Source: an optimization exercise on an open RTL-to-GDS flow (aim: small area, a short achievable clock period and few clock cycles). Production flows keep margins and buffers that such runs may drop.
At most, simulation tests tie the RTL to the original design; equivalence was not proved.
Only the layout flow was run in run 3; the RTL was not checked for function there.
Power is estimated from default activity; no workload was simulated.

## design/flow/constraint.sdc

```tcl
create_clock -name core_clock -period 8.0 [get_ports {clk}]
set_input_delay 1.6000 -clock core_clock [delete_from_list [all_inputs] [get_ports {clk}]]
set_output_delay 1.6000 -clock core_clock [all_outputs]
set_load 0.01 [all_outputs]
```

## design/flow/config.mk

```make
export PLATFORM = sky130hd
export DESIGN_NAME = gb_mbc_core
export DESIGN_NICKNAME = gb_mbc_core
export VERILOG_FILES = /design/flow/design.v
export SDC_FILE = /design/flow/constraint.sdc
export NUM_CORES = 4
export LEC_CHECK = 0
export CAP_MARGIN = 20
export CORE_MARGIN = 2
export CORE_UTILIZATION = 40
export CTS_BUF_LIST = sky130_fd_sc_hd__clkbuf_4 sky130_fd_sc_hd__clkbuf_8
export CTS_CLUSTER_DIAMETER = 60
export CTS_CLUSTER_SIZE = 15
export SETUP_SLACK_MARGIN = 4.6
export SLEW_MARGIN = 20
```

## design/flow/standard.sh

```bash
#!/bin/bash
# synth_recipe.tcl (not shown) runs the flow's synth.tcl, then flattens the netlist and writes it again
# the make line also repeats each setting of config.mk as NAME=value (left out here)
make -C /OpenROAD-flow-scripts/flow DESIGN_CONFIG=/design/flow/config.mk WORK_HOME=/design/flow/orfs CLKGATE_MAP_FILE= SYNTH_SCRIPT=/design/flow/synth_recipe.tcl "${@:-finish}"
```

## design/flow/flow/run.sh

```bash
#!/bin/bash
# The standard layout (standard.sh), with one change: the buffers that
# buffer_ports puts on every input and output port are buf_1 cells instead of
# the delay cells it picks by default; timing repair resizes them as needed.
set -euo pipefail
export BUFFER_PORTS_ARGS="-buffer_cell sky130_fd_sc_hd__buf_1"
bash standard.sh > standard.log 2>&1
```

## design/flow/design.v

```verilog
`default_nettype none
module gb_mbc_core (
    input  wire         clk,
    input  wire         rst,
    input  wire         cmd_valid,
    output wire         cmd_ready,
    input  wire [31:0]  cmd_word,
    output wire         res_valid,
    output wire [7:0]   res_status,
    output wire [31:0]  res_value,
    output wire [31:0]  res_aux,
    output wire         res_flag,
    output wire         res_hdr_valid,
    output wire [127:0] res_title,
    output wire [3:0]   res_mbc_type,
    output wire [1:0]   res_warn,
    output wire [15:0]  bus_addr,
    output wire         bus_set,
    output wire         bus_rd,
    output wire         bus_wr,
    output wire         bus_wait,
    output wire [7:0]   bus_wdata,
    input  wire         bus_ack,
    input  wire [7:0]   bus_rdata,
    input  wire         bus_err,
    output wire         out_valid,
    output wire [7:0]   out_data,
    input  wire         out_ready,
    output wire         in_req,
    input  wire         in_ack,
    input  wire [7:0]   in_data,
    input  wire         in_end,
    input  wire         in_fail
);
    localparam [3:0] ST_OK        = 4'h0;
    localparam [3:0] ST_BUSERR    = 4'h1;
    localparam [3:0] ST_UNSUP     = 4'h2;
    localparam [3:0] ST_FILEIO    = 4'h3;
    localparam [3:0] ST_ILLEGAL   = 4'h4;
    localparam [3:0] ST_NOSESSION = 4'h5;
    localparam [3:0] ST_FAULTED   = 4'h6;
    localparam [3:0] ST_ADDRUNSET = 4'h7;
    localparam [3:0] ST_CTRLWR    = 4'h8;
    localparam [3:0] ST_RAMNOTEN  = 4'h9;
    localparam [2:0] FAM_ROMONLY = 3'd0;
    localparam [2:0] FAM_MBC1    = 3'd1;
    localparam [2:0] FAM_MBC2    = 3'd2;
    localparam [2:0] FAM_MBC3    = 3'd3;
    localparam [2:0] FAM_MBC5    = 3'd4;
    localparam [4:0] OP_PARSE_HEADER    = 5'h01;
    localparam [4:0] OP_MAKE_ROM_READER = 5'h02;
    localparam [4:0] OP_ENABLE_RAM      = 5'h03;
    localparam [4:0] OP_DISABLE_RAM     = 5'h04;
    localparam [4:0] OP_SELECT_ROM_BANK = 5'h05;
    localparam [4:0] OP_SELECT_RAM_BANK = 5'h06;
    localparam [4:0] OP_SET_ADDR        = 5'h07;
    localparam [4:0] OP_READ_BYTE       = 5'h08;
    localparam [4:0] OP_WRITE_BYTE      = 5'h09;
    localparam [4:0] OP_ROM_SIZE        = 5'h0A;
    localparam [4:0] OP_ROM_STATUS      = 5'h0B;
    localparam [4:0] OP_ROM_READ        = 5'h0C;
    localparam [4:0] OP_RAM_DUMP        = 5'h0D;
    localparam [4:0] OP_RAM_RESTORE     = 5'h0E;
    localparam [4:0] OP_XLATE_ROM       = 5'h0F;
    localparam [4:0] OP_XLATE_RAM       = 5'h10;
    localparam [2:0] CK_EN     = 3'd0;   
    localparam [2:0] CK_DIS    = 3'd1;   
    localparam [2:0] CK_ROMSEL = 3'd2;   
    localparam [2:0] CK_RAMSEL = 3'd3;   
    localparam [2:0] CK_FIX    = 3'd4;   
    localparam [4:0] S_IDLE  = 5'd0;    
    localparam [4:0] S_CHK   = 5'd6;    
    localparam [4:0] S_EXEC  = 5'd1;    
    localparam [4:0] S_RES   = 5'd2;    
    localparam [4:0] S_HDR   = 5'd3;    
    localparam [4:0] S_HDONE = 5'd4;    
    localparam [4:0] S_CW    = 5'd5;    
    localparam [4:0] S_BRD   = 5'd7;    
    localparam [4:0] S_W1    = 5'd8;    
    localparam [4:0] S_WR    = 5'd9;    
    localparam [4:0] S_W2    = 5'd10;   
    localparam [4:0] S_RCHK  = 5'd11;   
    localparam [4:0] S_RRD   = 5'd12;   
    localparam [4:0] S_DRAIN = 5'd13;   
    localparam [4:0] S_FRD   = 5'd14;   
    localparam [4:0] S_BANK  = 5'd15;   
    localparam [4:0] S_DRD   = 5'd16;   
    localparam [4:0] S_TIN   = 5'd17;   
    localparam [2:0] A_HDR0 = 3'd0;     
    localparam [2:0] A_HINC = 3'd1;     
    localparam [2:0] A_CW   = 3'd2;     
    localparam [2:0] A_IMM  = 3'd3;     
    localparam [2:0] A_FIX  = 3'd4;     
    localparam [2:0] A_ROM  = 3'd5;     
    localparam [2:0] A_RAM  = 3'd6;     
    localparam [2:0] V_ZERO = 3'd0;
    localparam [2:0] V_CUR  = 3'd1;     
    localparam [2:0] V_RSZ  = 3'd2;     
    localparam [2:0] V_XL   = 3'd3;     
    localparam [2:0] V_BYTE = 3'd4;     
    localparam [3:0] U_OK  = 4'd0;
    localparam [3:0] U_N1  = 4'd1;
    localparam [3:0] U_N2  = 4'd2;
    localparam [3:0] U_N3  = 4'd3;
    localparam [3:0] U_E0  = 4'd4;
    localparam [3:0] U_ED  = 4'd5;
    localparam [3:0] U_F0  = 4'd6;
    localparam [3:0] U_F4  = 4'd7;
    localparam [3:0] U_BAD = 4'd8;
    reg  [4:0]   state;
    reg  [4:0]   op;             
    reg          op_hi;          
    reg  [23:0]  imm_r;          
    reg  [3:0]   status;
    reg          xgo;            
    reg          xeos;           
    reg          flag_r;
    reg          hdrv_r;
    reg          crdy;
    reg          rvld;
    reg          ph_ready;       
    reg          ph_fault;       
    reg  [15:0]  a_r;            
    reg          addr_valid;
    reg          set_r, rd_r, wr_r, wt_r;
    reg          ir_r;
    reg          ifail;
    reg  [2:0]   s_fam;
    reg  [3:0]   s_romc;         
    reg  [2:0]   s_ramc;         
    reg  [8:0]   rom_bank;
    reg          ram_en;
    reg  [23:0]  cursor;
    reg          eos;
    reg  [127:0] title_r;
    reg  [3:0]   h_type;
    reg          h_unrec;
    reg  [3:0]   h_romc;
    reg  [2:0]   h_ramc;
    reg  [3:0]   utf_st;
    reg          h_utfbad;
    reg  [2:0]   ck;
    reg  [1:0]   step;
    reg  [23:0]  cnt;            
    reg  [7:0]   od;             
    reg          ov;
    reg  [7:0]   sk;             
    reg          sv;
    assign cmd_ready     = crdy;
    assign res_valid     = rvld;
    assign res_status    = {4'd0, status};
    assign res_value     = {8'd0, cnt};
    assign res_aux       = {14'd0, imm_r[17:0]};
    assign res_flag      = flag_r;
    assign res_hdr_valid = hdrv_r;
    assign res_title     = title_r;
    assign res_mbc_type  = h_type;
    assign res_warn      = {h_unrec, h_utfbad};
    assign bus_addr  = a_r;
    assign bus_set   = set_r;
    assign bus_rd    = rd_r;
    assign bus_wr    = wr_r;
    assign bus_wait  = wt_r;
    assign bus_wdata = sk;
    assign out_valid = ov;
    assign out_data  = od;
    assign in_req    = ir_r;
    reg illegal;
    always @(*) begin
        if (op_hi)
            illegal = 1'b1;
        else case (op)
            OP_PARSE_HEADER, OP_MAKE_ROM_READER, OP_ENABLE_RAM, OP_DISABLE_RAM,
            OP_READ_BYTE, OP_ROM_SIZE, OP_ROM_STATUS, OP_RAM_DUMP, OP_RAM_RESTORE:
                illegal = (imm_r != 24'd0);
            OP_WRITE_BYTE:
                illegal = (imm_r[23:8] != 16'd0);
            OP_SELECT_ROM_BANK, OP_SELECT_RAM_BANK, OP_SET_ADDR:
                illegal = (imm_r[23:16] != 8'd0);
            OP_ROM_READ, OP_XLATE_ROM, OP_XLATE_RAM:
                illegal = 1'b0;
            default:
                illegal = 1'b1;
        endcase
    end
    wire op_hdr  = (op == OP_PARSE_HEADER) || (op == OP_MAKE_ROM_READER);
    wire op_rr   = (op == OP_ROM_READ);
    wire op_dump = (op == OP_RAM_DUMP);
    wire op_rest = (op == OP_RAM_RESTORE);
    wire op_data = op_rr || op_dump || op_rest;
    function [4:0] ram_banks_of;
        input [2:0] c;
        begin
            case (c)
                3'd1:    ram_banks_of = 5'd1;
                3'd2:    ram_banks_of = 5'd4;
                3'd3:    ram_banks_of = 5'd8;
                3'd4:    ram_banks_of = 5'd16;
                default: ram_banks_of = 5'd0;
            endcase
        end
    endfunction
    wire f_mbc1 = (s_fam == FAM_MBC1);
    wire f_mbc2 = (s_fam == FAM_MBC2);
    wire f_mbc3 = (s_fam == FAM_MBC3);
    wire f_mbc5 = (s_fam == FAM_MBC5);
    wire f_none = (s_fam == FAM_ROMONLY);
    wire s_bankable = f_mbc1 || f_mbc3 || f_mbc5;
    wire [4:0] s_nb = ram_banks_of(s_ramc);
    wire s_nsel = s_bankable && (s_ramc != 3'd1);                         
    wire s_bad  = s_nsel && (s_ramc == 3'd3 || s_ramc == 3'd4) && !f_mbc5;   
    wire s_big  = (s_romc >= 4'd5) && (s_romc <= 4'd8);                   
    function rom_bad;
        input [15:0] n;
        reg          fam_bad, sz_bad;
        integer      j;
        begin
            if (f_mbc1 || f_mbc3)  fam_bad = (n[15:7] != 9'd0);
            else if (f_mbc2)       fam_bad = (n[15:4] != 12'd0);
            else if (f_mbc5)       fam_bad = (n[15:9] != 7'd0);
            else                   fam_bad = (n[15:1] != 15'd0);
            sz_bad = 1'b1;
            for (j = 0; j <= 8; j = j + 1)
                if (s_romc == j) sz_bad = ((n >> (j + 1)) != 16'd0);
            rom_bad = fam_bad || sz_bad;
        end
    endfunction
    wire [15:0] sel_rom_n   = (imm_r[15:0] == 16'd0) ? 16'd1 : imm_r[15:0];
    wire [9:0]  rd_rom_n    = cursor[23:14];
    wire        rom_n_bad   = rom_bad(op_rr ? {6'd0, rd_rom_n} : sel_rom_n);
    wire        rom_sel_bad = rom_n_bad;
    wire        rd_sel_bad  = rom_n_bad;
    reg ram_sel_bad;
    always @(*) begin
        case (s_ramc)
            3'd1:    ram_sel_bad = (imm_r[15:0] != 16'd0);
            3'd2:    ram_sel_bad = (imm_r[15:2] != 14'd0);
            3'd3:    ram_sel_bad = f_mbc5 ? (imm_r[15:3] != 13'd0) : (imm_r[15:2] != 14'd0);
            3'd4:    ram_sel_bad = f_mbc5 ? (imm_r[15:4] != 12'd0) : (imm_r[15:2] != 14'd0);
            default: ram_sel_bad = 1'b1;
        endcase
        if (!s_bankable) ram_sel_bad = 1'b1;
    end
    wire addr_in_ram = (a_r[15:13] == 3'b101);
    reg at_end;
    reg xr_flag, xm_flag;
    integer i;
    always @(*) begin
        at_end  = 1'b1;
        xr_flag = 1'b0;
        for (i = 0; i <= 8; i = i + 1)
            if (s_romc == i) begin
                at_end  = cursor[15 + i];
                xr_flag = ((imm_r >> (15 + i)) == 24'd0);    
            end
        case (s_ramc)                                       
            3'd1:    xm_flag = (imm_r[23:13] == 11'd0);
            3'd2:    xm_flag = (imm_r[23:15] == 9'd0);
            3'd3:    xm_flag = (imm_r[23:16] == 8'd0);
            3'd4:    xm_flag = (imm_r[23:17] == 7'd0);
            default: xm_flag = 1'b0;
        endcase
    end
    reg  [3:0] d_type;
    reg        d_unrec;
    always @(*) begin
        d_unrec = 1'b0;
        case (bus_rdata)
            8'h00: d_type = 4'd0;
            8'h01: d_type = 4'd1;
            8'h02: d_type = 4'd2;
            8'h03: d_type = 4'd3;
            8'h05: d_type = 4'd4;
            8'h06: d_type = 4'd5;
            8'h11: d_type = 4'd6;
            8'h12: d_type = 4'd7;
            8'h13: d_type = 4'd8;
            8'h19: d_type = 4'd9;
            8'h1A: d_type = 4'd10;
            8'h1B: d_type = 4'd11;
            default: begin
                d_type  = 4'd0;
                d_unrec = 1'b1;
            end
        endcase
    end
    reg [2:0] d_ramc;
    always @(*) begin
        case (bus_rdata)
            8'h02:   d_ramc = 3'd1;
            8'h03:   d_ramc = 3'd2;
            8'h04:   d_ramc = 3'd4;
            8'h05:   d_ramc = 3'd3;
            default: d_ramc = 3'd0;
        endcase
        if (h_type == 4'd0) d_ramc = 3'd0;
    end
    reg [3:0] utf_next;
    always @(*) begin
        utf_next = U_BAD;
        case (utf_st)
            U_OK: begin
                if (bus_rdata < 8'h80)                              utf_next = U_OK;
                else if (bus_rdata >= 8'hC2 && bus_rdata <= 8'hDF)  utf_next = U_N1;
                else if (bus_rdata == 8'hE0)                        utf_next = U_E0;
                else if (bus_rdata == 8'hED)                        utf_next = U_ED;
                else if (bus_rdata >= 8'hE1 && bus_rdata <= 8'hEF)  utf_next = U_N2;
                else if (bus_rdata == 8'hF0)                        utf_next = U_F0;
                else if (bus_rdata >= 8'hF1 && bus_rdata <= 8'hF3)  utf_next = U_N3;
                else if (bus_rdata == 8'hF4)                        utf_next = U_F4;
                else                                                utf_next = U_BAD;
            end
            U_N1: utf_next = (bus_rdata[7:6] == 2'b10) ? U_OK : U_BAD;
            U_N2: utf_next = (bus_rdata[7:6] == 2'b10) ? U_N1 : U_BAD;
            U_N3: utf_next = (bus_rdata[7:6] == 2'b10) ? U_N2 : U_BAD;
            U_E0: utf_next = (bus_rdata >= 8'hA0 && bus_rdata <= 8'hBF) ? U_N1 : U_BAD;
            U_ED: utf_next = (bus_rdata >= 8'h80 && bus_rdata <= 8'h9F) ? U_N1 : U_BAD;
            U_F0: utf_next = (bus_rdata >= 8'h90 && bus_rdata <= 8'hBF) ? U_N2 : U_BAD;
            U_F4: utf_next = (bus_rdata >= 8'h80 && bus_rdata <= 8'h8F) ? U_N2 : U_BAD;
            default: utf_next = U_BAD;
        endcase
    end
    reg [2:0] h_fam;
    always @(*) begin
        case (h_type)
            4'd1, 4'd2, 4'd3:   h_fam = FAM_MBC1;
            4'd4, 4'd5:         h_fam = FAM_MBC2;
            4'd6, 4'd7, 4'd8:   h_fam = FAM_MBC3;
            4'd9, 4'd10, 4'd11: h_fam = FAM_MBC5;
            default:            h_fam = FAM_ROMONLY;
        endcase
    end
    wire [6:0] hidx = cnt[6:0];    
    wire [8:0] cw_rom_n = op_rr ? rd_rom_n[8:0] : sel_rom_n[8:0];
    wire [3:0] cw_ram_n = (op == OP_SELECT_RAM_BANK) ? imm_r[3:0] : cnt[16:13];
    reg  [1:0] cw_len;
    reg  [7:0] cw_ahi;           
    reg  [7:0] cw_data;
    always @(*) begin
        cw_len  = 2'd0;
        cw_ahi  = 8'h00;
        cw_data = 8'h00;
        case (ck)
            CK_EN: begin
                cw_data = 8'h0A;
                cw_len  = f_none ? 2'd0 : 2'd1;
            end
            CK_DIS: begin
                cw_len  = f_none ? 2'd0 : 2'd1;
            end
            CK_FIX: begin
                cw_ahi  = 8'h60;
                cw_data = 8'h01;
                cw_len  = 2'd1;
            end
            CK_ROMSEL: begin
                if (f_mbc1) begin
                    if (s_big) begin
                        cw_len = 2'd3;
                        case (step)
                            2'd0:    begin cw_ahi = 8'h60; cw_data = 8'h00; end
                            2'd1:    begin cw_ahi = 8'h20; cw_data = {3'd0, cw_rom_n[4:0]}; end
                            default: begin cw_ahi = 8'h40; cw_data = {6'd0, cw_rom_n[6:5]}; end
                        endcase
                    end else begin
                        cw_len  = 2'd1;
                        cw_ahi  = 8'h20;
                        cw_data = {3'd0, cw_rom_n[4:0]};
                    end
                end else if (f_mbc2) begin
                    cw_len  = 2'd1;
                    cw_ahi  = 8'h21;
                    cw_data = {4'd0, cw_rom_n[3:0]};
                end else if (f_mbc3) begin
                    cw_len  = 2'd1;
                    cw_ahi  = 8'h20;
                    cw_data = {1'b0, cw_rom_n[6:0]};
                end else if (f_mbc5) begin
                    cw_len = 2'd2;
                    if (step == 2'd0) begin
                        cw_ahi  = 8'h20;
                        cw_data = cw_rom_n[7:0];
                    end else begin
                        cw_ahi  = 8'h30;
                        cw_data = {7'd0, cw_rom_n[8]};
                    end
                end
            end
            default: begin   
                if (f_mbc1) begin
                    cw_len = 2'd2;
                    if (step == 2'd0) begin
                        cw_ahi  = 8'h60;
                        cw_data = 8'h01;
                    end else begin
                        cw_ahi  = 8'h40;
                        cw_data = {6'd0, cw_ram_n[1:0]};
                    end
                end else if (f_mbc3) begin
                    cw_len  = 2'd1;
                    cw_ahi  = 8'h40;
                    cw_data = {6'd0, cw_ram_n[1:0]};
                end else if (f_mbc5) begin
                    cw_len  = 2'd1;
                    cw_ahi  = 8'h40;
                    cw_data = {4'd0, cw_ram_n[3:0]};
                end
            end
        endcase
    end
    wire req       = rd_r || wr_r || wt_r;
    wire ack       = bus_ack && req;
    wire berr      = bus_err && (rd_r || wr_r);
    wire ack_ok    = ack && !berr;
    wire iack      = in_ack && ir_r;
    wire ifail_now = iack && in_end && in_fail;
    wire taken     = ov && out_ready;
    wire streaming = (state == S_RRD) || (state == S_DRD);
    wire push      = rd_r && bus_ack && !bus_err && streaming;
    wire room      = !((sv || (push && ov)) && !taken);
    wire        rr_last = (imm_r == 24'd1);             
    wire        rr_bnd  = (cursor[13:0] == 14'h3FFF);   
    wire        x_last  = (cnt[12:0] == 13'h1FFF);      
    wire        pf      = op_rest && !x_last;           
    reg [3:0] c_st;
    reg       c_nop;
    always @(*) begin
        c_st  = ST_OK;
        c_nop = 1'b0;
        if (illegal) begin
            c_st = ST_ILLEGAL;
        end else if (ph_fault) begin
            c_st = ST_FAULTED;
        end else if (!ph_ready && !op_hdr) begin
            c_st = ST_NOSESSION;
        end else begin
            case (op)
                OP_SELECT_ROM_BANK: if (rom_sel_bad) c_st = ST_UNSUP;
                OP_SELECT_RAM_BANK: if (ram_sel_bad) c_st = ST_UNSUP;
                OP_READ_BYTE: begin
                    if (!addr_valid)                 c_st = ST_ADDRUNSET;
                    else if (addr_in_ram && !ram_en) c_st = ST_RAMNOTEN;
                end
                OP_WRITE_BYTE: begin
                    if (!addr_valid)                 c_st = ST_ADDRUNSET;
                    else if (!a_r[15])               c_st = ST_CTRLWR;
                    else if (addr_in_ram && !ram_en) c_st = ST_RAMNOTEN;
                end
                OP_ROM_READ:    c_nop = (imm_r == 24'd0) || at_end;
                OP_RAM_DUMP:    if (s_bad) c_st = ST_UNSUP;
                OP_RAM_RESTORE: begin
                    if (s_ramc == 3'd0) c_nop = 1'b1;
                    else if (s_bad)     c_st = ST_UNSUP;
                end
                default: ;
            endcase
        end
    end
    reg  [4:0] nstate;
    reg        go_res;           
    reg        iss_set, iss_rd, iss_wr, iss_wt, iss_in;
    reg        a_ld;
    reg  [2:0] a_sel;
    reg        wd_cw, wd_imm, wd_in;
    reg        cnt_clr, cnt_inc, cnt_ld;
    reg  [2:0] v_sel;
    reg        cur_inc;
    reg        imm_dec, imm_zero, aux_st, aux_xl, aux_hdr;
    reg        st_ld;
    reg  [3:0] st_val;
    reg        fault;
    reg        flag_ld;
    reg        flag_val;
    reg        hdr_done;
    reg        ck_ld;
    reg  [2:0] ck_val;
    reg        step_inc;
    reg        title_sh;
    reg        hdr_cap;
    reg        ramen_ld, ramen_val;
    reg        rombank_ld;
    reg        eos_set;
    always @(*) begin
        nstate     = state;
        go_res     = 1'b0;
        iss_set    = 1'b0;
        iss_rd     = 1'b0;
        iss_wr     = 1'b0;
        iss_wt     = 1'b0;
        iss_in     = 1'b0;
        a_ld       = 1'b0;
        a_sel      = A_ROM;
        wd_cw      = 1'b0;
        wd_imm     = 1'b0;
        wd_in      = 1'b0;
        cnt_clr    = 1'b0;
        cnt_inc    = 1'b0;
        cnt_ld     = 1'b0;
        v_sel      = V_ZERO;
        cur_inc    = 1'b0;
        imm_dec    = 1'b0;
        imm_zero   = 1'b0;
        aux_st     = 1'b0;
        aux_xl     = 1'b0;
        aux_hdr    = 1'b0;
        st_ld      = 1'b0;
        st_val     = ST_OK;
        fault      = 1'b0;
        flag_ld    = 1'b0;
        flag_val   = 1'b0;
        hdr_done   = 1'b0;
        ck_ld      = 1'b0;
        ck_val     = CK_EN;
        step_inc   = 1'b0;
        title_sh   = 1'b0;
        hdr_cap    = 1'b0;
        ramen_ld   = 1'b0;
        ramen_val  = 1'b0;
        rombank_ld = 1'b0;
        eos_set    = 1'b0;
        case (state)
            S_IDLE: begin
                if (cmd_valid) nstate = S_CHK;
            end
            S_CHK: begin
                nstate = S_EXEC;
                st_ld  = 1'b1;
                st_val = c_st;
            end
            S_RES: begin
                nstate = S_IDLE;
            end
            S_EXEC: begin
                cnt_clr  = 1'b1;
                imm_zero = 1'b1;
                flag_ld  = 1'b1;
                go_res   = 1'b1;
                if (xgo) begin
                    case (op)
                        OP_PARSE_HEADER, OP_MAKE_ROM_READER: begin
                            go_res  = 1'b0;
                            nstate  = S_HDR;
                            a_ld    = 1'b1;
                            a_sel   = A_HDR0;
                            iss_set = 1'b1;
                            iss_rd  = 1'b1;
                        end
                        OP_ENABLE_RAM, OP_DISABLE_RAM: begin
                            go_res = 1'b0;
                            nstate = S_CW;
                            ck_ld  = 1'b1;
                            ck_val = (op == OP_ENABLE_RAM) ? CK_EN : CK_DIS;
                        end
                        OP_SELECT_ROM_BANK: begin
                            go_res   = 1'b0;
                            imm_zero = 1'b0;
                            nstate   = S_CW;
                            ck_ld    = 1'b1;
                            ck_val   = CK_ROMSEL;
                        end
                        OP_SELECT_RAM_BANK: begin
                            go_res   = 1'b0;
                            imm_zero = 1'b0;
                            nstate   = S_CW;
                            ck_ld    = 1'b1;
                            ck_val   = CK_RAMSEL;
                        end
                        OP_SET_ADDR: begin
                            a_ld    = 1'b1;
                            a_sel   = A_IMM;
                            iss_set = 1'b1;
                        end
                        OP_READ_BYTE: begin
                            go_res = 1'b0;
                            nstate = S_BRD;
                            iss_rd = 1'b1;
                        end
                        OP_WRITE_BYTE: begin
                            wd_imm = 1'b1;
                            go_res = 1'b0;
                            if (addr_in_ram) begin
                                nstate = S_W1;
                                iss_wt = 1'b1;
                            end else begin
                                nstate = S_WR;
                                iss_wr = 1'b1;
                            end
                        end
                        OP_ROM_SIZE: begin
                            cnt_ld = 1'b1;
                            v_sel  = V_RSZ;
                        end
                        OP_ROM_STATUS: begin
                            cnt_ld   = 1'b1;
                            v_sel    = V_CUR;
                            imm_zero = 1'b0;
                            aux_st   = 1'b1;
                            flag_val = eos;
                        end
                        OP_ROM_READ: begin
                            go_res   = 1'b0;
                            imm_zero = 1'b0;
                            nstate   = S_RCHK;
                        end
                        OP_RAM_DUMP: begin
                            go_res = 1'b0;
                            nstate = S_CW;
                            ck_ld  = 1'b1;
                            ck_val = CK_EN;
                        end
                        OP_RAM_RESTORE: begin
                            go_res = 1'b0;
                            if (f_mbc2) begin
                                nstate  = S_FRD;
                                a_ld    = 1'b1;
                                a_sel   = A_FIX;
                                iss_set = 1'b1;
                                iss_rd  = 1'b1;
                            end else begin
                                nstate = S_CW;
                                ck_ld  = 1'b1;
                                ck_val = f_mbc1 ? CK_FIX : CK_EN;
                            end
                        end
                        OP_XLATE_ROM, OP_XLATE_RAM: begin
                            cnt_ld   = 1'b1;
                            v_sel    = V_XL;
                            imm_zero = 1'b0;
                            aux_xl   = 1'b1;
                            flag_val = (op == OP_XLATE_ROM) ? xr_flag : xm_flag;
                        end
                        default: ;
                    endcase
                end
                eos_set = xeos;
            end
            S_HDR: begin
                if (ack) begin
                    if (berr) begin
                        fault = 1'b1;
                    end else begin
                        hdr_cap  = 1'b1;
                        title_sh = (hidx >= 7'h34) && (hidx <= 7'h43);
                        if (hidx == 7'h4F) begin
                            nstate = S_HDONE;
                        end else begin
                            cnt_inc = 1'b1;
                            a_ld    = 1'b1;
                            a_sel   = A_HINC;
                            iss_set = 1'b1;
                            iss_rd  = 1'b1;
                        end
                    end
                end
            end
            S_HDONE: begin
                hdr_done = 1'b1;
                cnt_ld   = 1'b1;
                v_sel    = V_RSZ;
                aux_hdr  = 1'b1;
                flag_ld  = 1'b1;
                flag_val = h_unrec || (utf_st != U_OK);
                go_res   = 1'b1;
            end
            S_CW: begin
                if (wr_r) begin
                    if (ack) begin
                        if (berr)
                            fault = 1'b1;
                        else
                            step_inc = 1'b1;
                    end
                end else if (step != cw_len) begin
                    if (!sv) begin
                        a_ld    = 1'b1;
                        a_sel   = A_CW;
                        wd_cw   = 1'b1;
                        iss_set = 1'b1;
                        iss_wr  = 1'b1;
                    end
                end else begin
                    case (ck)
                        CK_EN, CK_DIS: begin
                            ramen_ld  = 1'b1;
                            ramen_val = (ck == CK_EN);
                            if (ck == CK_EN && op_data)
                                nstate = S_BANK;
                            else if (ck == CK_DIS && op_dump)
                                nstate = S_DRAIN;
                            else
                                go_res = 1'b1;
                        end
                        CK_ROMSEL: begin
                            rombank_ld = 1'b1;
                            if (op_rr) begin
                                nstate  = S_RRD;
                                a_ld    = 1'b1;
                                a_sel   = A_ROM;
                                iss_set = room;
                                iss_rd  = room;
                            end else begin
                                imm_zero = 1'b1;
                                go_res   = 1'b1;
                            end
                        end
                        CK_RAMSEL: begin
                            if (op_dump) begin
                                nstate  = S_DRD;
                                a_ld    = 1'b1;
                                a_sel   = A_RAM;
                                iss_set = room;
                                iss_rd  = room;
                            end else if (op_rest) begin
                                nstate = S_TIN;
                                iss_in = 1'b1;
                            end else begin
                                imm_zero = 1'b1;
                                go_res   = 1'b1;
                            end
                        end
                        default: begin   
                            ck_ld  = 1'b1;
                            ck_val = CK_EN;
                        end
                    endcase
                end
            end
            S_BRD: begin
                if (ack) begin
                    if (berr) begin
                        fault = 1'b1;
                    end else begin
                        cnt_ld = 1'b1;
                        v_sel  = V_BYTE;
                        go_res = 1'b1;
                    end
                end
            end
            S_W1: begin
                if (ack) begin
                    nstate = S_WR;
                    iss_wr = 1'b1;
                end
            end
            S_WR: begin
                if (ack) begin
                    if (berr) begin
                        fault = 1'b1;
                    end else if (op_rest || addr_in_ram) begin
                        nstate = S_W2;
                        iss_wt = 1'b1;
                        iss_in = pf;
                    end else begin
                        go_res = 1'b1;
                    end
                end
            end
            S_W2: begin
                wd_in = 1'b1;
                if ((!wt_r || ack) && (!ir_r || iack)) begin
                    if (!op_rest) begin
                        go_res = 1'b1;
                    end else begin
                        cnt_inc = 1'b1;
                        if (!pf) begin
                            nstate = S_BANK;
                        end else if (ifail || ifail_now) begin
                            st_ld  = 1'b1;
                            st_val = ST_FILEIO;
                            go_res = 1'b1;
                        end else begin
                            nstate  = S_W1;
                            a_ld    = 1'b1;
                            a_sel   = A_RAM;
                            iss_set = 1'b1;
                            iss_wt  = 1'b1;
                        end
                    end
                end
            end
            S_RCHK: begin
                if (at_end) begin
                    imm_zero = 1'b1;
                    nstate   = S_DRAIN;
                end else if (cursor[13:0] == 14'd0 && rd_rom_n != 10'd0) begin
                    if (rd_sel_bad) begin
                        st_ld    = 1'b1;
                        st_val   = ST_UNSUP;
                        imm_zero = 1'b1;
                        nstate   = S_DRAIN;
                    end else begin
                        nstate = S_CW;
                        ck_ld  = 1'b1;
                        ck_val = CK_ROMSEL;
                    end
                end else begin
                    nstate  = S_RRD;
                    a_ld    = 1'b1;
                    a_sel   = A_ROM;
                    iss_set = room;
                    iss_rd  = room;
                end
            end
            S_RRD: begin
                if (rd_r) begin
                    if (ack) begin
                        if (berr) begin
                            fault = 1'b1;
                        end else begin
                            cur_inc = 1'b1;
                            cnt_inc = 1'b1;
                            imm_dec = 1'b1;
                            if (rr_last) begin
                                imm_zero = 1'b1;
                                nstate   = S_DRAIN;
                            end else if (rr_bnd) begin
                                nstate = S_RCHK;
                            end else begin
                                a_ld    = 1'b1;
                                a_sel   = A_ROM;
                                iss_set = room;
                                iss_rd  = room;
                            end
                        end
                    end
                end else begin
                    iss_set = room;
                    iss_rd  = room;
                end
            end
            S_DRAIN: begin
                if (!sv && (!ov || taken)) go_res = 1'b1;
            end
            S_FRD: begin
                if (ack) begin
                    if (berr) begin
                        fault = 1'b1;
                    end else begin
                        nstate = S_CW;
                        ck_ld  = 1'b1;
                        ck_val = CK_EN;
                    end
                end
            end
            S_BANK: begin
                if (cnt[17:13] == s_nb) begin
                    nstate = S_CW;
                    ck_ld  = 1'b1;
                    ck_val = CK_DIS;
                end else if (s_nsel) begin
                    nstate = S_CW;
                    ck_ld  = 1'b1;
                    ck_val = CK_RAMSEL;
                end else if (op_dump) begin
                    nstate  = S_DRD;
                    a_ld    = 1'b1;
                    a_sel   = A_RAM;
                    iss_set = room;
                    iss_rd  = room;
                end else begin
                    nstate = S_TIN;
                    iss_in = 1'b1;
                end
            end
            S_DRD: begin
                if (rd_r) begin
                    if (ack) begin
                        if (berr) begin
                            fault = 1'b1;
                        end else begin
                            cnt_inc = 1'b1;
                            if (x_last) begin
                                nstate = S_BANK;
                            end else begin
                                a_ld    = 1'b1;
                                a_sel   = A_RAM;
                                iss_set = room;
                                iss_rd  = room;
                            end
                        end
                    end
                end else begin
                    iss_set = room;
                    iss_rd  = room;
                end
            end
            S_TIN: begin
                wd_in = 1'b1;
                if (iack) begin
                    if (ifail_now) begin
                        st_ld  = 1'b1;
                        st_val = ST_FILEIO;
                        go_res = 1'b1;
                    end else begin
                        nstate  = S_W1;
                        a_ld    = 1'b1;
                        a_sel   = A_RAM;
                        iss_set = 1'b1;
                        iss_wt  = 1'b1;
                    end
                end
            end
            default: begin
                nstate = S_IDLE;
            end
        endcase
        if (fault) begin
            st_ld    = 1'b1;
            st_val   = ST_BUSERR;
            imm_zero = 1'b1;
            if (op_data) begin
                nstate = S_DRAIN;
            end else begin
                cnt_clr = 1'b1;
                go_res  = 1'b1;
            end
        end
        if (go_res) nstate = S_RES;
    end
    wire [23:0] cursor_d = cur_inc ? cursor + 24'd1 : cursor;
    wire [23:0] cnt_d    = cnt_inc ? cnt + 24'd1 : cnt;
    reg [15:0] a_val;
    always @(*) begin
        case (a_sel)
            A_HDR0:  a_val = 16'h0100;
            A_HINC:  a_val = {9'h002, cnt_d[6:0]};
            A_CW:    a_val = {cw_ahi, 8'h00};
            A_IMM:   a_val = imm_r[15:0];
            A_FIX:   a_val = 16'h0134;
            A_ROM:   a_val = {1'b0, (cursor_d[23:14] != 10'd0), cursor_d[13:0]};
            default: a_val = {3'b101, cnt_d[12:0]};
        endcase
    end
    wire [3:0]  rsz_code = (state == S_HDONE) ? h_romc : s_romc;
    reg  [23:0] v_val;
    always @(*) begin
        case (v_sel)
            V_CUR:   v_val = cursor;
            V_RSZ:   v_val = (rsz_code <= 4'd8) ? (24'h008000 << rsz_code) : 24'd0;
            V_XL:    v_val = op[4] ? {13'd0, imm_r[23:13]} : {14'd0, imm_r[23:14]};
            V_BYTE:  v_val = {16'd0, bus_rdata};
            default: v_val = 24'd0;
        endcase
    end
    always @(posedge clk) begin
        if (rst) begin
            state      <= S_IDLE;
            crdy       <= 1'b1;
            rvld       <= 1'b0;
            ph_ready   <= 1'b0;
            ph_fault   <= 1'b0;
            addr_valid <= 1'b0;
            set_r      <= 1'b0;
            rd_r       <= 1'b0;
            wr_r       <= 1'b0;
            wt_r       <= 1'b0;
            ir_r       <= 1'b0;
            ov         <= 1'b0;
            sv         <= 1'b0;
        end else begin
            state <= nstate;
            crdy  <= (nstate == S_IDLE);
            rvld  <= go_res;
            set_r <= iss_set;
            rd_r  <= iss_rd || (rd_r && !bus_ack);
            wr_r  <= iss_wr || (wr_r && !bus_ack);
            wt_r  <= iss_wt || (wt_r && !bus_ack);
            ir_r  <= iss_in || (ir_r && !in_ack);
            if (set_r) addr_valid <= 1'b1;
            if (fault || st_ld && st_val == ST_FILEIO) ph_fault <= 1'b1;
            if (hdr_done && op == OP_MAKE_ROM_READER) ph_ready <= 1'b1;
            if (sv) begin
                if (taken) sv <= 1'b0;
            end else if (push) begin
                if (!ov || taken)
                    ov <= 1'b1;
                else
                    sv <= 1'b1;
            end else if (taken) begin
                ov <= 1'b0;
            end
        end
    end
    always @(posedge clk) begin
        if (state == S_IDLE) begin
            op    <= cmd_word[28:24];
            op_hi <= (cmd_word[31:29] != 3'd0);
        end
        if (state == S_IDLE)
            imm_r <= cmd_word[23:0];
        else if (imm_zero)
            imm_r[17:0] <= 18'd0;
        else if (imm_dec)
            imm_r <= imm_r - 24'd1;
        else if (aux_st)
            imm_r[17:0] <= {9'd0, rom_bank};
        else if (aux_xl) begin
            if (op[4])
                imm_r[17:13] <= 5'b00101;
            else
                imm_r[17:14] <= {3'b000, (imm_r[23:14] != 10'd0)};
        end else if (aux_hdr) begin
            case (h_ramc)
                3'd1:    imm_r[17:13] <= 5'b00001;
                3'd2:    imm_r[17:13] <= 5'b00100;
                3'd3:    imm_r[17:13] <= 5'b01000;
                3'd4:    imm_r[17:13] <= 5'b10000;
                default: imm_r[17:13] <= 5'b00000;
            endcase
        end
        if (cnt_ld)
            cnt <= v_val;
        else if (cnt_clr)
            cnt <= 24'd0;
        else
            cnt <= cnt_d;
        if (st_ld) status <= st_val;
        if (state == S_CHK) begin
            xgo  <= (c_st == ST_OK) && !c_nop;
            xeos <= (c_st == ST_OK) && (op == OP_ROM_READ) && (imm_r != 24'd0) && at_end;
        end
        if (flag_ld) flag_r <= flag_val;
        if (state == S_CHK) hdrv_r <= 1'b0;
        if (hdr_done) hdrv_r <= 1'b1;
        if (a_ld) a_r <= a_val;
        if (state == S_WR) ifail <= 1'b0;
        if (wd_in && ifail_now) ifail <= 1'b1;
        if (ck_ld) begin
            ck   <= ck_val;
            step <= 2'd0;
        end else if (step_inc)
            step <= step + 2'd1;
        if (sv) begin
            if (taken) od <= sk;
        end else if (push) begin
            if (!ov || taken)
                od <= bus_rdata;
            else
                sk <= bus_rdata;
        end else if (wd_cw)
            sk <= cw_data;
        else if (wd_imm)
            sk <= imm_r[7:0];
        else if (wd_in && iack && !ifail_now)
            sk <= in_end ? 8'hFF : in_data;
        if (state == S_CHK) utf_st <= U_OK;
        if (title_sh) begin
            title_r <= {bus_rdata, title_r[127:8]};
            utf_st  <= utf_next;
        end
        if (hdr_cap && hidx == 7'h47) begin
            h_type  <= d_type;
            h_unrec <= d_unrec;
        end
        if (hdr_cap && hidx == 7'h48) h_romc <= (bus_rdata <= 8'h08) ? bus_rdata[3:0] : 4'hF;
        if (hdr_cap && hidx == 7'h49) h_ramc <= d_ramc;
        if (hdr_done) h_utfbad <= (utf_st != U_OK);
        if (hdr_done && op == OP_MAKE_ROM_READER) begin
            s_fam  <= h_fam;
            s_romc <= h_romc;
            s_ramc <= h_ramc;
        end
        if (hdr_done && op == OP_MAKE_ROM_READER)
            rom_bank <= 9'd1;
        else if (rombank_ld)
            rom_bank <= cw_rom_n;
        if (hdr_done && op == OP_MAKE_ROM_READER)
            ram_en <= 1'b0;
        else if (ramen_ld)
            ram_en <= ramen_val;
        if (hdr_done && op == OP_MAKE_ROM_READER)
            cursor <= 24'd0;
        else
            cursor <= cursor_d;
        if (hdr_done && op == OP_MAKE_ROM_READER)
            eos <= 1'b0;
        else if (eos_set)
            eos <= 1'b1;
    end
endmodule
`default_nettype wire
```

==> notes.md, run 1 <==
worst r2r src=state[2]; GPL Wtd Cong=1.03; Worst Skew=0.0321 ns; Post-Syn Area=0.0171 mm2; CP delay by family, top=simple AND/OR/NAND/NOR gates; worst path arrival time=3.88 ns; share of cells above drive strength 1=0.137; GRT Total Usage=0.276; Sequential Power Share=0.466; unrepaired setup endpoints after global routing=true; Hold WC Path Type=reg2reg; routed len/inst=24.7 um; share of the synthesized area in the top cell type=0.418; # fillers=4010; Max Slew Vio Count=0; Total Power Consumption=4.38 mW; Sw Pwr=1.60 mW; Async SR Flop Fraction=0; Yosys warnings=1; Tmin final=3.38 ns; worst slew pin tran=1.04 ns; Final setup viols=0; die area=0.0444 mm2; MaxCap Viol Count=0; Hold Crit Start=title_r[103]; startpoint types=flop; Routed WL=63.9 mm; CP required=8.50 ns; Hold Crit Depth=0; CP max stage delay=0.61 ns; FMAX=296 MHz; # DRC=0; Antenna diodes=0; WP buf/inv=1; Pwr Density=217 mW/mm2; final worst-path cycle share=0.423; endpoints failing hold=0; Peak supply drop=165 uV; Post-Syn Instances=1746; initial core utilization=0.407; # clock sinks=307; top_reg_cell synth=edfxtp_1; worst r2r path cells=10; Clock H-tree levels=1; Sw Share=0.364; largest net degree at the start of global routing=44; Chip Width=211 um; vias in the first global route=14400; port buffer count=278; Overflow after GRT=0; Hold Path End=title_r[95]; Post-synth EDFFs=238; Die Y=211 um; hold buffer count at CTS=0; Avg Cell Area, Syn=9.79 um2; Area Growth Syn to Fin=17.9%; slew margin rel.=0.307; CTS tree=done; nets@finish=2096; IO Pins=305; First DRT Iteration DRCs=2058; post-DP HPWL=47.7 mm; CTS Buf Count=30; clock buffer depth=3; Synth cell types=93; top cells by area, synth=edfxtp_1 (42%), dfxtp_1 (8.1%), nor2_1 (4.1%); Core Box Area=0.0420 mm2; CP endpoint kind=flop; Fin Setup TNS=0 ns; combinational power share=0.286; crit path max fanout=31; first-pass iteration count of the detailed router=6; R2R Path End=a_r[3]; Reg clk slew, reported paths=0.10 ns; number of synthesized register bits=307; Int Pwr=2.79 mW; kind of critical path=reg2reg; vias after detailed routing=15700; Yosys top cell by area=edfxtp_1; row cnt=75; clock root buffer=clkbuf_8; clock share of power=0.247; initial antenna violation count=0; CP max stage cell=nor4_2; Via density=6.07; worst path cell trace=buf_4 -> or3_1 -> nand2b_1 -> nor4_2 -> a21oi_1 -> o21ai_0 -> a221o_1 -> nand2_4 -> and2b_2 -> o221ai_2; Detail Route Antenna Nets=0; first-pass GRT wire length=92.2 mm; Clock Latency Late Sink=0.66 ns; status=finished clean; P_leak=6.78 nW; R2R setup slack=4.62 ns; Seq/Total Area, Yosys=0.499
power groups by stage:
stage               Clock [mW]  Sequential [mW]  Combinational, mW
finish                    1.08             2.04               1.25
global route              1.16             2.06               1.33
CTS                       1.11             2.06               1.07
detailed placement           0             2.13              0.979
global placement             0             2.12              0.982
floorplan                    0             1.98              0.790
through the flow:
step           std cells  worst slack (ns)  area [um2]   util  hold slack, ns
6_report            2588              4.62       20200  0.480           0.442
4_1_cts             2539              4.59       19500  0.465           0.416
3_3_place_gp        2450              3.43       18400  0.439           0.426
3_5_place_dp        2450              3.30       18400  0.439           0.430
5_1_grt             2588              4.54       20200  0.480           0.438
2_1_floorplan       1771              3.60       17400      -           0.436
flip-flops by register name, indices dropped and copies added, names as in the netlist, 5 cells and up:
register and count:
title_r 128, cnt 24, cursor 24, imm_r 24, a_r 16, rom_bank 9, od 8, sk 8
op 5, state 5
cells in the final DEF, fill, tap and decap left out, drive strengths merged, types with 12 or more instances in the layout:
master,count
a22oi,14
dfxtp,69
o21ai,121
conb,26
nor2b,27
a21oi,84
nand2,159
xor2,38
a211oi,13
o221ai,26
edfxtp,238
nor4,28
nor3b,17
xnor2,39
nand3,43
a31oi,24
mux2,17
o22ai,12
mux2i,23
nand4,23
nor4b,14
inv,45
nor2,186
and2,14
nand2b,28
or3,13
buf,379
clkbuf,41
nor3,59
ha,14
cell type report:
cell class / count / area (um2) / share of cell area
clock buffer: 39 / 487 / 0.0241
clock inverter: 17 / 195 / 0.00968
inverter: 44 / 170 / 0.00844
multi-input combinational: 1259 / 8230 / 0.408
sequential: 307 / 8530 / 0.423
tap: 539 / 674 / 0.0335
timing repair buffer: 382 / 1870 / 0.0928
timing repair inverter: 1 / 7.51 / 0.000372
cells in the mapped netlist, types with 12 or more instances:
library cell and instances:
edfxtp_1 238, o21ai_1 17, a211oi_1 13, and2_1 14, a22oi_1 14, inv_1 43
xnor2_1 39, nand3_1 43, o22ai_1 12, o21ai_0 104, nand4_1 23, buf_4 47
nor4_1 24, ha_1 14, nor2b_1 27, clkbuf_1 86, nor2_1 186, mux2_2 17
mux2i_1 23, nor4b_1 13, a31oi_1 24, nand2b_1 28, buf_2 20, or3_1 13
a21oi_1 82, dfxtp_1 69, nor3_1 58, nand2_1 159, nor3b_1 16, o221ai_1 26
xor2_1 38
repair_timing:
| action | 4_1_cts | 5_1_grt |
|---|---|---|
| resized for setup | 37 | 49 |
| setup endpoints to repair | 211 | 185 |
| buffers inserted | 32 | 48 |
| pin swaps | 4 | 13 |
| gates cloned | 1 | 1 |
worst max-delay path by stage:
stage | start | endpoint | slack [ns] | cells past startpoint
floorplan | bus_ack | title_r[0] | 3.60 | 6
detailed placement | op[2] | imm_r[6] | 3.30 | 9
finish | state[2] | a_r[3] | 4.62 | 10
global placement | op[2] | imm_r[6] | 3.43 | 9
CTS | s_fam[0] | a_r[3] | 4.59 | 9
global route | bus_err | a_r[8] | 4.54 | 11
cells by family after synthesis:
group                    synth area share
flip-flops                          0.499
adder cells (fa/ha/maj)            0.0108
AO/OA/AOI/OAI                       0.170
other                            0.000219
AND/OR/NAND/NOR                     0.198
buffers and inverters              0.0568
XOR/XNOR                           0.0394
multiplexers                       0.0260
metal layers:
metal | up-vias | share of wire | track usage
li1 | 7001 | - | -
met4 | 0 | 0.046 | 0.106
met1 | 7615 | 0.41 | 0.379
met5 | - | 0 | 0
met3 | 145 | 0.094 | 0.0462
met2 | 944 | 0.45 | 0.436
Testbench counts, summed over its fixed seeds: cycles 918,856.
==> run 2: changes to the inputs <==
--- a/design/flow/config.mk
+++ b/design/flow/config.mk
@@ -11,5 +11,5 @@
 export CTS_BUF_LIST = sky130_fd_sc_hd__clkbuf_4 sky130_fd_sc_hd__clkbuf_8
 export CTS_CLUSTER_DIAMETER = 60
 export CTS_CLUSTER_SIZE = 15
-export SETUP_SLACK_MARGIN = 4.6
+export SETUP_SLACK_MARGIN = 4.7
 export SLEW_MARGIN = 20
==> notes.md, run 2 <==
Post-synth EDFFs=238; fin cells=2621; Hold Crit Depth=0; clock root buffer=clkbuf_8; Detail Route Antenna Nets=0; Routed WL=66.0 mm; P_leak=7.02 nW; multi-input logic area=0.00835 mm2; IO Pins=305; GRT Total Usage=0.284; worst path arrival time=3.64 ns; worst r2r path cells=12; Reg clk slew, reported paths=0.09 ns; MaxCap Viol Count=0; Stages on worst setup path=12; Core Box Area=0.0420 mm2; Max Slew Vio Count=0; largest net degree at the start of global routing=54; crit-path most repeated cell=buf_4; most frequent cells in the layout=buf_1 (274), edfxtp_1 (238), nor2_1 (177); Synth cell types=93; CTS tree=done; top cells by area, synth=edfxtp_1 (42%), dfxtp_1 (8.1%), nor2_1 (4.1%); Top reg by flops=title_r; row cnt=75; Post-Syn Area=0.0171 mm2; Avg Cell Area, Syn=9.79 um2; cell with the most instances after synthesis=edfxtp_1; Post-Syn Instances=1746; vias in the first global route=14500; number of synthesized register bits=307; Yosys warnings=1; CTS Buf Count=30; CP delay by family, top=simple AND/OR/NAND/NOR gates; endpoints failing hold=0; Seq/Total Area, Yosys=0.499; Worst Skew=0.0322 ns; Via density=6.01; top_reg_cell synth=edfxtp_1; most common cell after layout, fill and taps aside=buf_1; Hold WC Path Type=reg2reg; initial core utilization=0.407; # clock sinks=307; slew margin rel.=0.337; Area Growth Syn to Fin=20.3%; share of the synthesized area in the top cell type=0.418; Chip Width=211 um; post-DP HPWL=49.0 mm; worst path cell trace=buf_1 -> nand3b_1 -> buf_4 -> a2111oi_2 -> buf_4 -> nor3_2 -> buf_6 -> nor2_2 -> nand4_1 -> nor2_1 -> xnor2_1 -> o221ai_1; # fillers=3936; max reg flops=128; Yosys top cell by area=edfxtp_1; Final setup viols=0; First DRT Iteration DRCs=1779; share of cells above drive strength 1=0.163; CP endpoint kind=flop; Register Area=0.00853 mm2; worst hold margin=0.447 ns; vias after detailed routing=15700; # DRC=0; first-pass iteration count of the detailed router=8; routed len/inst=25.2 um; unrepaired setup endpoints after global routing=true; crit path max fanout=20; dpl cells=2454; port buffer count=278; synth cell count leaders=edfxtp_1 (238), nor2_1 (186), nand2_1 (159); Overflow after GRT=0; clock buffer depth=3; FMAX=305 MHz; CP max stage delay=0.32 ns; initial antenna violation count=2; Clock Latency Late Sink=0.67 ns; kind of critical path=in2reg; Fin Setup TNS=0 ns; Async SR Flop Fraction=0; GPL Wtd Cong=0.985; status=finished clean; Clock H-tree levels=1; first-pass GRT wire length=94.1 mm; worst slew pin tran=0.988 ns; startpoint types=primary input; final core occ=0.489; Peak supply drop=157 uV; Tmin final=3.27 ns; CP required=8.37 ns; hold buffer count at CTS=0; Pwr Density=217 mW/mm2; final worst-path cycle share=0.409; nets@finish=2134; WP buf/inv=4; die area=0.0444 mm2; Die Y=211 um; CP max stage cell=a2111oi_2
## run 2: cell counts after synthesis
No cell type changed its count.
## run 2: power breakdown
part | total, mW | leakage [nW] | switching, mW | internal [mW]
logic | 1.41 | 3.98 | 0.900 | 0.513
clock network | 1.06 | 0.316 | 0.602 | 0.455
registers | 1.99 | 2.73 | 0.143 | 1.85
total | 4.46 | 7.02 | 1.65 | 2.82
## run 2: timing repair
item	CTS	global route
pin swaps	11	24
buffers inserted	62	52
gates resized for setup	59	54
setup endpoints to repair	264	188
gates cloned	1	1
## run 2: metal layers
layer | track usage | up-vias | share of wire | wire length [um]
met5 | 0 | - | 0 | 0
met4 | 0.135 | 0 | 0.049 | 3240
met3 | 0.0647 | 136 | 0.090 | 5950
met2 | 0.443 | 858 | 0.45 | 30000
met1 | 0.375 | 7674 | 0.41 | 26900
li1 | - | 7076 | - | -
## run 2: path summary, 6_finish.rpt
| kind | startpoint | to | slack [ns] |
|---|---|---|---|
| setup / recovery | bus_err | a_r[11] | 4.73 |
| hold / removal | title_r[32] | title_r[24] | 0.45 |
| setup reg to reg | op[4] | imm_r[10] | 4.73 |
| hold reg to reg | title_r[32] | title_r[24] | 0.45 |
## run 2: stage by stage
step           setup WS, ns  total power, mW  cell area [um2]
5_1_grt                4.61             4.63            20600
3_5_place_dp           3.17             3.14            18500
3_3_place_gp           3.42             3.13            18500
2_1_floorplan          3.60             2.79            17400
4_1_cts                4.64             4.32            19900
6_report               4.73             4.46            20600
## run 2: logic make-up (layout without fill, tap and decap cells)
| family | count (synthesis) | count (layout) | share of synthesized area |
|---|---|---|---|
| buffers and inverters | 205 | 514 | 0.0568 |
| XOR/XNOR | 77 | 77 | 0.0394 |
| AO/OA/AOI/OAI | 433 | 433 | 0.170 |
| adder cells (fa/ha/maj) | 15 | 15 | 0.0108 |
| flip-flops | 307 | 307 | 0.499 |
| AND/OR/NAND/NOR | 667 | 668 | 0.198 |
| multiplexers | 41 | 41 | 0.0260 |
| other | 1 | 27 | 0.000219 |
## run 2: worst register-to-register path: cells and delay by family (launching register included)
kind                   cells  cell delay, ns
flip-flops                 1            0.40
AO/OA/AOI/OAI              6            1.36
AND/OR/NAND/NOR            3            0.73
buffers and inverters      3            0.53
## run 2: cell type report
type | instances | share of cell area
inverter | 44 | 0.00827
timing repair buffer | 420 | 0.107
antenna | 1 | 0.000122
clock inverter | 17 | 0.00991
multi-input combinational | 1260 | 0.406
sequential | 307 | 0.414
tap | 539 | 0.0328
clock buffer | 33 | 0.0215
==> run 3: changes to the inputs <==
--- a/design/flow/design.v
+++ b/design/flow/design.v
@@ -112,8 +112,9 @@
     reg          op_hi;          
     reg  [23:0]  imm_r;          
     reg  [3:0]   status;
-    reg          xgo;            
+    reg          xnop;           
     reg          xeos;           
+    reg          fpre;           
     reg          flag_r;
     reg          hdrv_r;
     reg          crdy;
@@ -227,9 +228,8 @@
     endfunction
     wire [15:0] sel_rom_n   = (imm_r[15:0] == 16'd0) ? 16'd1 : imm_r[15:0];
     wire [9:0]  rd_rom_n    = cursor[23:14];
-    wire        rom_n_bad   = rom_bad(op_rr ? {6'd0, rd_rom_n} : sel_rom_n);
-    wire        rom_sel_bad = rom_n_bad;
-    wire        rd_sel_bad  = rom_n_bad;
+    wire        rom_sel_bad = rom_bad(sel_rom_n);
+    wire        rd_sel_bad  = rom_bad({6'd0, rd_rom_n});
     reg ram_sel_bad;
     always @(*) begin
         case (s_ramc)
@@ -535,7 +535,7 @@
                 imm_zero = 1'b1;
                 flag_ld  = 1'b1;
                 go_res   = 1'b1;
-                if (xgo) begin
+                if (status == ST_OK && !xnop) begin
                     case (op)
                         OP_PARSE_HEADER, OP_MAKE_ROM_READER: begin
                             go_res  = 1'b0;
@@ -595,7 +595,6 @@
                             v_sel    = V_CUR;
                             imm_zero = 1'b0;
                             aux_st   = 1'b1;
-                            flag_val = eos;
                         end
                         OP_ROM_READ: begin
                             go_res   = 1'b0;
@@ -627,12 +626,12 @@
                             v_sel    = V_XL;
                             imm_zero = 1'b0;
                             aux_xl   = 1'b1;
-                            flag_val = (op == OP_XLATE_ROM) ? xr_flag : xm_flag;
                         end
                         default: ;
                     endcase
                 end
-                eos_set = xeos;
+                eos_set  = xeos && (status == ST_OK);
+                flag_val = fpre && (status == ST_OK);
             end
             S_HDR: begin
                 if (ack) begin
@@ -699,8 +698,7 @@
                                 iss_set = room;
                                 iss_rd  = room;
                             end else begin
-                                imm_zero = 1'b1;
-                                go_res   = 1'b1;
+                                nstate = S_DRAIN;
                             end
                         end
                         CK_RAMSEL: begin
@@ -714,8 +712,7 @@
                                 nstate = S_TIN;
                                 iss_in = 1'b1;
                             end else begin
-                                imm_zero = 1'b1;
-                                go_res   = 1'b1;
+                                nstate = S_DRAIN;
                             end
                         end
                         default: begin   
@@ -780,13 +777,11 @@
             end
             S_RCHK: begin
                 if (at_end) begin
-                    imm_zero = 1'b1;
                     nstate   = S_DRAIN;
                 end else if (cursor[13:0] == 14'd0 && rd_rom_n != 10'd0) begin
                     if (rd_sel_bad) begin
                         st_ld    = 1'b1;
                         st_val   = ST_UNSUP;
-                        imm_zero = 1'b1;
                         nstate   = S_DRAIN;
                     end else begin
                         nstate = S_CW;
@@ -811,7 +806,6 @@
                             cnt_inc = 1'b1;
                             imm_dec = 1'b1;
                             if (rr_last) begin
-                                imm_zero = 1'b1;
                                 nstate   = S_DRAIN;
                             end else if (rr_bnd) begin
                                 nstate = S_RCHK;
@@ -829,6 +823,8 @@
                 end
             end
             S_DRAIN: begin
+                imm_zero = 1'b1;
+                cnt_clr  = !op_data;
                 if (!sv && (!ov || taken)) go_res = 1'b1;
             end
             S_FRD: begin
@@ -907,13 +903,7 @@
         if (fault) begin
             st_ld    = 1'b1;
             st_val   = ST_BUSERR;
-            imm_zero = 1'b1;
-            if (op_data) begin
-                nstate = S_DRAIN;
-            end else begin
-                cnt_clr = 1'b1;
-                go_res  = 1'b1;
-            end
+            nstate   = S_DRAIN;
         end
         if (go_res) nstate = S_RES;
     end
@@ -959,7 +949,7 @@
             sv         <= 1'b0;
         end else begin
             state <= nstate;
-            crdy  <= (nstate == S_IDLE);
+            crdy  <= (state == S_RES) || (state == S_IDLE && !cmd_valid);
             rvld  <= go_res;
             set_r <= iss_set;
             rd_r  <= iss_rd || (rd_r && !bus_ack);
@@ -1016,8 +1006,11 @@
             cnt <= cnt_d;
         if (st_ld) status <= st_val;
         if (state == S_CHK) begin
-            xgo  <= (c_st == ST_OK) && !c_nop;
-            xeos <= (c_st == ST_OK) && (op == OP_ROM_READ) && (imm_r != 24'd0) && at_end;
+            xnop <= c_nop;
+            xeos <= (op == OP_ROM_READ) && (imm_r != 24'd0) && at_end;
+            fpre <= (op == OP_ROM_STATUS) ? eos :
+                    (op == OP_XLATE_ROM)  ? xr_flag :
+                    (op == OP_XLATE_RAM)  ? xm_flag : 1'b0;
         end
         if (flag_ld) flag_r <= flag_val;
         if (state == S_CHK) hdrv_r <= 1'b0;
--- a/design/flow/config.mk
+++ b/design/flow/config.mk
@@ -10,6 +10,6 @@
 export CORE_UTILIZATION = 40
 export CTS_BUF_LIST = sky130_fd_sc_hd__clkbuf_4 sky130_fd_sc_hd__clkbuf_8
 export CTS_CLUSTER_DIAMETER = 60
-export CTS_CLUSTER_SIZE = 15
-export SETUP_SLACK_MARGIN = 4.7
+export CTS_CLUSTER_SIZE = 12
+export SETUP_SLACK_MARGIN = 4.5
 export SLEW_MARGIN = 20
==> notes.md, run 3 <==
kind of critical path=in2reg; Routed WL=67.1 mm; top cells by area, synth=edfxtp_1 (42%), dfxtp_1 (8.0%), nor2_1 (4.0%); worst slew pin tran=1.06 ns; clock root buffer=clkbuf_8; Clock H-tree levels=2; Avg Cell Area, Syn=9.80 um2; Int Pwr=3.00 mW; Post-synth EDFFs=239; vias after detailed routing=15700; GRT Total Usage=0.294; Area Growth Syn to Fin=16.9%; status=finished clean; initial core utilization=0.407; startpoint types=primary input; first-pass GRT wire length=97.1 mm; CTS tree=done; most frequent cells in the layout=buf_1 (276), edfxtp_1 (239), nor2_1 (177); Fin Setup TNS=0 ns; max reg flops=128; vias in the first global route=14600; Final setup viols=0; share of cells above drive strength 1=0.124; FMAX=282 MHz; Async SR Flop Fraction=0; IO Pins=305; Worst Setup Slack post-DPL=3.21 ns; Die Y=211 um; nets@finish=2108; Max Slew Vio Count=0; Clock Latency Late Sink=0.64 ns; port buffer count=278; # DRC=0; Synth cell types=96; CP required=8.37 ns; clock share of power=0.245; final worst-path cycle share=0.443; endpoints failing hold=0; clock buffer depth=3; # fillers=4089; Seq/Total Area, Yosys=0.499; most common cell after layout, fill and taps aside=buf_1; Detail Route Antenna Nets=0; first-pass iteration count of the detailed router=5; CTS Buf Count=38; Sequential Power Share=0.437; number of synthesized register bits=308; Overflow after GRT=0; Yosys top cell by area=edfxtp_1; Register Area=0.00856 mm2; final setup margin=4.46 ns; Chip Width=211 um; Hold WC Path Type=reg2reg; Antenna diodes=0; Core Box Area=0.0421 mm2; Post-Syn Instances=1751; MaxCap Viol Count=0; synth cell count leaders=edfxtp_1 (239), nor2_1 (182), nand2_1 (149); multi-input logic area=0.00800 mm2; CP endpoint kind=flop; slew margin rel.=0.290; P_leak=6.67 nW; Worst Skew=0.0226 ns; First DRT Iteration DRCs=1877; combinational power share=0.318; initial antenna violation count=1; Yosys warnings=1; Reg clk slew, reported paths=0.08 ns; GPL Wtd Cong=0.977; row cnt=75; crit path max fanout=33; Post-Syn Area=0.0172 mm2; Tmin final=3.54 ns; share of the synthesized area in the top cell type=0.418; Peak supply drop=156 uV; Via density=6.02; post-DP HPWL=50.2 mm; Sw Pwr=1.99 mW; unrepaired setup endpoints after global routing=true; Top reg by flops=title_r; cell with the most instances after synthesis=edfxtp_1; Pwr Density=249 mW/mm2; largest net degree at the start of global routing=76; worst path arrival time=3.91 ns; Sw Share=0.399; # clock sinks=308; routed len/inst=25.8 um; die area=0.0446 mm2; top_reg_cell synth=edfxtp_1
## run 3: cell count changes after synthesis, moves of 11 or more
cell and change:
mux2_2 -12, a21oi_1 +15, o221ai_1 -11, o21ai_1 -17
a211oi_1 +16, nand3_1 +14
## run 3: repair_timing
item                                    CTS  global route
setup buffers                            29            41
endpoints found under the setup margin  184           114
pin swaps                                 3             9
hold endpoints to repair                  0             0
hold buffers                              0             0
resized for setup                        17            23
## run 3: metrics by stage
step	util	hold WS, ns	instance area, um2	total power, mW	instances
after floorplan	-	0.427	17400	3.11	1776
after global placement	0.440	0.428	18500	3.63	2465
after detailed placement	0.440	0.432	18500	3.64	2465
after CTS	0.466	0.438	19600	4.91	2562
after global routing	0.476	0.444	20100	5.18	2604
final	0.476	0.449	20100	4.99	2604
## run 3: layer usage
| metal | wire, um | vias up | track usage |
|---|---|---|---|
| li1 | - | 7020 | - |
| met3 | 5000 | 161 | 0.0398 |
| met4 | 3200 | 0 | 0.135 |
| met5 | 0 | - | 0 |
| met2 | 31500 | 757 | 0.476 |
| met1 | 27400 | 7728 | 0.392 |
## run 3: final timing paths
path / slack [ns] / start / end / cells after the start
min: 0.45 / title_r[15] / title_r[7] / 0
min reg2reg: 0.45 / title_r[15] / title_r[7] / 0
max reg2reg: 4.49 / op[4] / sk[0] / 9
max: 4.46 / bus_ack / a_r[13] / 9
## run 3: logic make-up after synthesis
logic type | synth area share
xor gates and xnor gates | 0.0388
other | 0.000219
adders and majority gates | 0.0109
DFF | 0.499
and+or+nand+nor | 0.210
AOI/OAI and AO/OA | 0.168
muxes | 0.0179
buffers and inverters | 0.0554
## run 3: power by group through the flow
stage | clock network (mW) | registers, mW | logic, mW
5_1_grt | 1.30 | 2.19 | 1.68
3_5_place_dp | 0 | 2.26 | 1.37
3_3_place_gp | 0 | 2.26 | 1.37
2_1_floorplan | 0 | 2.05 | 1.06
6_report | 1.22 | 2.18 | 1.58
4_1_cts | 1.25 | 2.18 | 1.49
## run 3: worst max-delay path, cell delays in order
cell      delay, ns
buf_2          0.21
nand3b_1       0.16
or4_1          0.56
buf_8          0.21
nor4_4         0.34
buf_4          0.18
xnor2_2        0.16
nor3_1         0.08
or3_1          0.36
## run 3: final cells by class
class / instances / share of cell area
flip-flops and latches: 308 / 0.427
multi-input cells: 1268 / 0.399
repair buffers: 379 / 0.0926
well taps: 539 / 0.0336
clock buffers: 53 / 0.0326
inverters: 42 / 0.00823
clock inverters: 15 / 0.00705

==> re-timing with driven ports <==
Ports are ideal in the flow. The routed layouts listed here were re-timed in OpenROAD. Step 1, drivers: a clkbuf_16 drives clk and a buf_2 each remaining input, both assumed. Step 2 adds t to the input delays and takes it off the output delays; t is the mean of the earliest and latest rising clock arrival at the registers after step 1. Input paths then give back, and output paths get back, about the clock's delay inside the block. Slacks: ideal ports / drivers / drivers and shift; pairs: ideal ports / drivers.
run | shift t [ns] | setup slack, ns | clock arrival spread, ns | worst register clock-pin slew, ns | pins driven straight from the clock port
run 1 | 0.693 | 4.617 / 4.617 / 3.991 | 0.032 / 0.032 | 0.10 / 0.10 | 1
run 2 | 0.703 | 4.726 / 4.732 / 4.045 | 0.032 / 0.032 | 0.10 / 0.10 | 1
run 3 | 0.683 | 4.459 / 4.493 / 3.809 | 0.023 / 0.023 | 0.09 / 0.09 | 1
After both steps every run listed still meets setup and hold. For run 2, which loses most, drivers alone change the setup slack by +0.006 ns; drivers and shift together by -0.681 ns.
